From an optimization exercise on the open Yosys and OpenROAD flow, aimed at small area, a short achievable clock period and few clock cycles per item; shortcuts taken in it are not production practice. Function was checked by simulation only, so behaviour that the tests miss may differ from the original. Power is estimated from default activity; no workload was simulated.

Design comlynx_arbiter, start of the top module:
module comlynx_arbiter (
    input  wire        clk,
    input  wire        rst,         
    input  wire        cmd_valid,
    output reg         cmd_ready,
    input  wire [31:0] cmd_data,
    input  wire        cmd_last,
    output reg         rsp_valid,
    input  wire        rsp_ready,
    output wire [15:0] rsp_data
);
==> flow/config.mk <==
export PLATFORM = sky130hd
export DESIGN_NAME = comlynx_arbiter
export DESIGN_NICKNAME = comlynx_arbiter
export VERILOG_FILES = /design/flow/design.v
export SDC_FILE = /design/flow/constraint.sdc
export NUM_CORES = 4
export LEC_CHECK = 0
export CAP_MARGIN = 20
export CORE_MARGIN = 2
export CORE_UTILIZATION = 40
export CTS_BUF_LIST = sky130_fd_sc_hd__clkbuf_8
export SLEW_MARGIN = 20
==> flow/constraint.sdc <==
create_clock -name core_clock -period 10.0 [get_ports {clk}]
set_input_delay 2.0000 -clock core_clock [delete_from_list [all_inputs] [get_ports {clk}]]
set_output_delay 2.0000 -clock core_clock [all_outputs]
set_load 0.01 [all_outputs]
standard.sh (not shown) runs the stock make flow with config.mk's settings and CLKGATE_MAP_FILE= SYNTH_SCRIPT=/design/flow/synth_recipe.tcl, a recipe that flattens the netlist after the stock synthesis.
==> flow/flow/run.sh <==
#!/bin/bash
set -euo pipefail
bash standard.sh SETUP_SLACK_MARGIN=7.0 finish > flow_make.log 2>&1
Testbench counts at the start, summed over its fixed seeds: cycles 12,829, cmds 12,000.
Then changed:
==> flow/flow/run.sh (replaced) <==
#!/bin/bash
set -euo pipefail
bash standard.sh SETUP_SLACK_MARGIN=6.75 finish > flow_make.log 2>&1
Settings changed: PLACE_DENSITY from default to 0.7.
Outcome: The changed run produced a clean layout; clock power is lower by about 2%; final cell count is lower by about 1.8%; via count is lower by about 0.38%; final area is lower by about 4%; routed wire length is lower by about 5%; clock skew hardly moves; critical path depth is higher by 1; utilization is lower by 2.1 points; worst hold slack is about the same; total power is lower by about 2.2%; global-route usage is lower by 1.0 points.
Then changed:
Settings changed: CTS_BUF_LIST sky130_fd_sc_hd__clkbuf_8 to default, PLACE_DENSITY 0.7 to default.
=> Total power came out higher by a few percent; clock skew came out lower by 0.0054 ns; synthesized area stays the same; critical path depth came out lower by 2.
Then changed:
Settings changed: CTS_BUF_LIST from default to sky130_fd_sc_hd__clkbuf_8, CTS_CLUSTER_DIAMETER from default to 45, CTS_CLUSTER_SIZE from default to 20.
Sequential cell count is unchanged.
Clock skew came out lower by 0.013 ns.
Critical path depth stays the same.
Worst setup slack improves by 0.049 ns.
Then changed:
Settings changed: CTS_CLUSTER_DIAMETER 45 to default, CTS_CLUSTER_SIZE 20 to default.
Non-clock buffer count came out higher by 6. Die area is unchanged. Sequential power is about the same. Combinational power hardly moves. Register-to-register slack is worse by 0.05 ns. Final area came out higher by 0.72%. Synthesized area is unchanged.

========
Setup of the baseline:
comlynx_arbiter again, from the RTL that the note above started with.
Design comlynx_arbiter, start of the top module:
module comlynx_arbiter (
    input  wire        clk,
    input  wire        rst,         
    input  wire        cmd_valid,
    output reg         cmd_ready,
    input  wire [31:0] cmd_data,
    input  wire        cmd_last,
    output reg         rsp_valid,
    input  wire        rsp_ready,
    output wire [15:0] rsp_data
);
    localparam NN  = 24;
    localparam [4:0] C_NONE    = 5'd0,
                     C_CONF    = 5'd1,
                     C_CONFM   = 5'd2,
                     C_SETIE   = 5'd3,
                     C_SEND    = 5'd4,
                     C_RECV    = 5'd5,
                     C_BRK     = 5'd6,
                     C_RXRDY   = 5'd7,
                     C_TXRDY   = 5'd8,
                     C_TXEMPTY = 5'd9,
                     C_RXBRK   = 5'd10,
                     C_IRQ     = 5'd11,
                     C_SERCTL  = 5'd12,
                     C_HFRM    = 5'd13,
                     C_HOVR    = 5'd14,
                     C_HPAR    = 5'd15,
                     C_HANY    = 5'd16,
                     C_RSTERR  = 5'd17,
                     C_PE      = 5'd18,
                     C_PO      = 5'd19,
                     C_P       = 5'd20,
                     C_CHK     = 5'd21;
    integer i;
    reg          cfg_configured, cfg_enabled, cfg_even;
    reg [2:0]    fault;
    reg [NN-1:0] n_ovr, n_par, n_brk, n_rxie, n_txie;
    reg [5:0]    rp [0:NN-1];           
    reg [5:0]    head, tail;
    reg [4:0]    b_snd [0:31];
    reg [7:0]    b_pay [0:31];
    reg [31:0]   b_xp;                  
    reg [31:0]   b_pp;                  
    reg        in_tr;         
    reg        a_v, a_first, a_last;
    reg [4:0]  a_c;           
    reg        a_hd;          
    reg [2:0]  a_sf;          
  ...
==> flow/config.mk <==
export PLATFORM = sky130hd
export DESIGN_NAME = comlynx_arbiter
export DESIGN_NICKNAME = comlynx_arbiter
export VERILOG_FILES = /design/flow/design.v
export SDC_FILE = /design/flow/constraint.sdc
export NUM_CORES = 4
export LEC_CHECK = 0
export CAP_MARGIN = 20
export CORE_MARGIN = 2
export CORE_UTILIZATION = 40
export CTS_BUF_LIST = sky130_fd_sc_hd__clkbuf_8
export SLEW_MARGIN = 20
==> flow/constraint.sdc <==
create_clock -name core_clock -period 10.0 [get_ports {clk}]
set_input_delay 2.0000 -clock core_clock [delete_from_list [all_inputs] [get_ports {clk}]]
set_output_delay 2.0000 -clock core_clock [all_outputs]
set_load 0.01 [all_outputs]
==> flow/flow/run.sh <==
#!/bin/bash
set -euo pipefail
bash standard.sh SETUP_SLACK_MARGIN=6.25 finish > flow_make.log 2>&1
Testbench counts of the baseline, summed over its fixed seeds: cycles 12,829, cmds 12,000.
Input-level comparison between the candidate and the baseline:
==> flow/flow/run.sh <==
#!/bin/bash
set -euo pipefail
bash standard.sh SETUP_SLACK_MARGIN=6.5 finish > flow_make.log 2>&1
### Flow results
- Die height came out exactly the same in the baseline and the candidate.
- Looking at initial antenna violation count across the baseline and the candidate, the one that comes out higher is the candidate.
- The higher count of clock-net buffers in the final layout came out of the baseline.
- The candidate ended with every stage complete and zero timing, DRC or antenna violations.
- The run showing the greater logic gate share of total power is the candidate.

-- what the ideal ports hide --
How much do the figures lean on ideal ports? The routed layouts below were timed once more, with nothing changed but the port constraints.
Step 1: set_driving_cell puts a clkbuf_16 on clk and a buf_2 on each other input, an assumption about the parent block.
Step 2 adds t to the input delays and takes it off the output delays; t is the mean of the earliest and latest rising clock arrival at the registers after step 1. Input paths then give back, and output paths get back, about the clock's delay inside the block.
Slacks: no drivers / after step 1 / after step 2; pairs: no drivers / after step 1.
| run | t (ns) | slack for setup (ns) | worst setup path after step 2 | cell pins on the clock port's net |
|---|---|---|---|---|
| the first run of note 1 | 0.922 | 6.624 / 6.617 / 5.773 | input to register | 1 |
| the second run of note 1 | 0.904 | 6.577 / 6.577 / 5.674 | input to register | 1 |
| the third run of note 1 | 0.754 | 6.550 / 6.516 / 5.762 | input to register | 1 |
| the fourth run of note 1 | 0.839 | 6.598 / 6.613 / 5.774 | input to register | 1 |
| the fifth run of note 1 | 0.924 | 6.607 / 6.606 / 5.773 | input to register | 1 |
| the baseline | 0.907 | 6.247 / 6.247 / 5.498 | input to register | 1 |
| the candidate | 0.931 | 6.433 / 6.464 / 5.533 | input to register | 1 |
After both steps setup and hold are still met in every run listed. The setup slack of the second run of note 1, which loses most, moves by 0.000 ns with the drivers and by -0.903 ns with both steps.
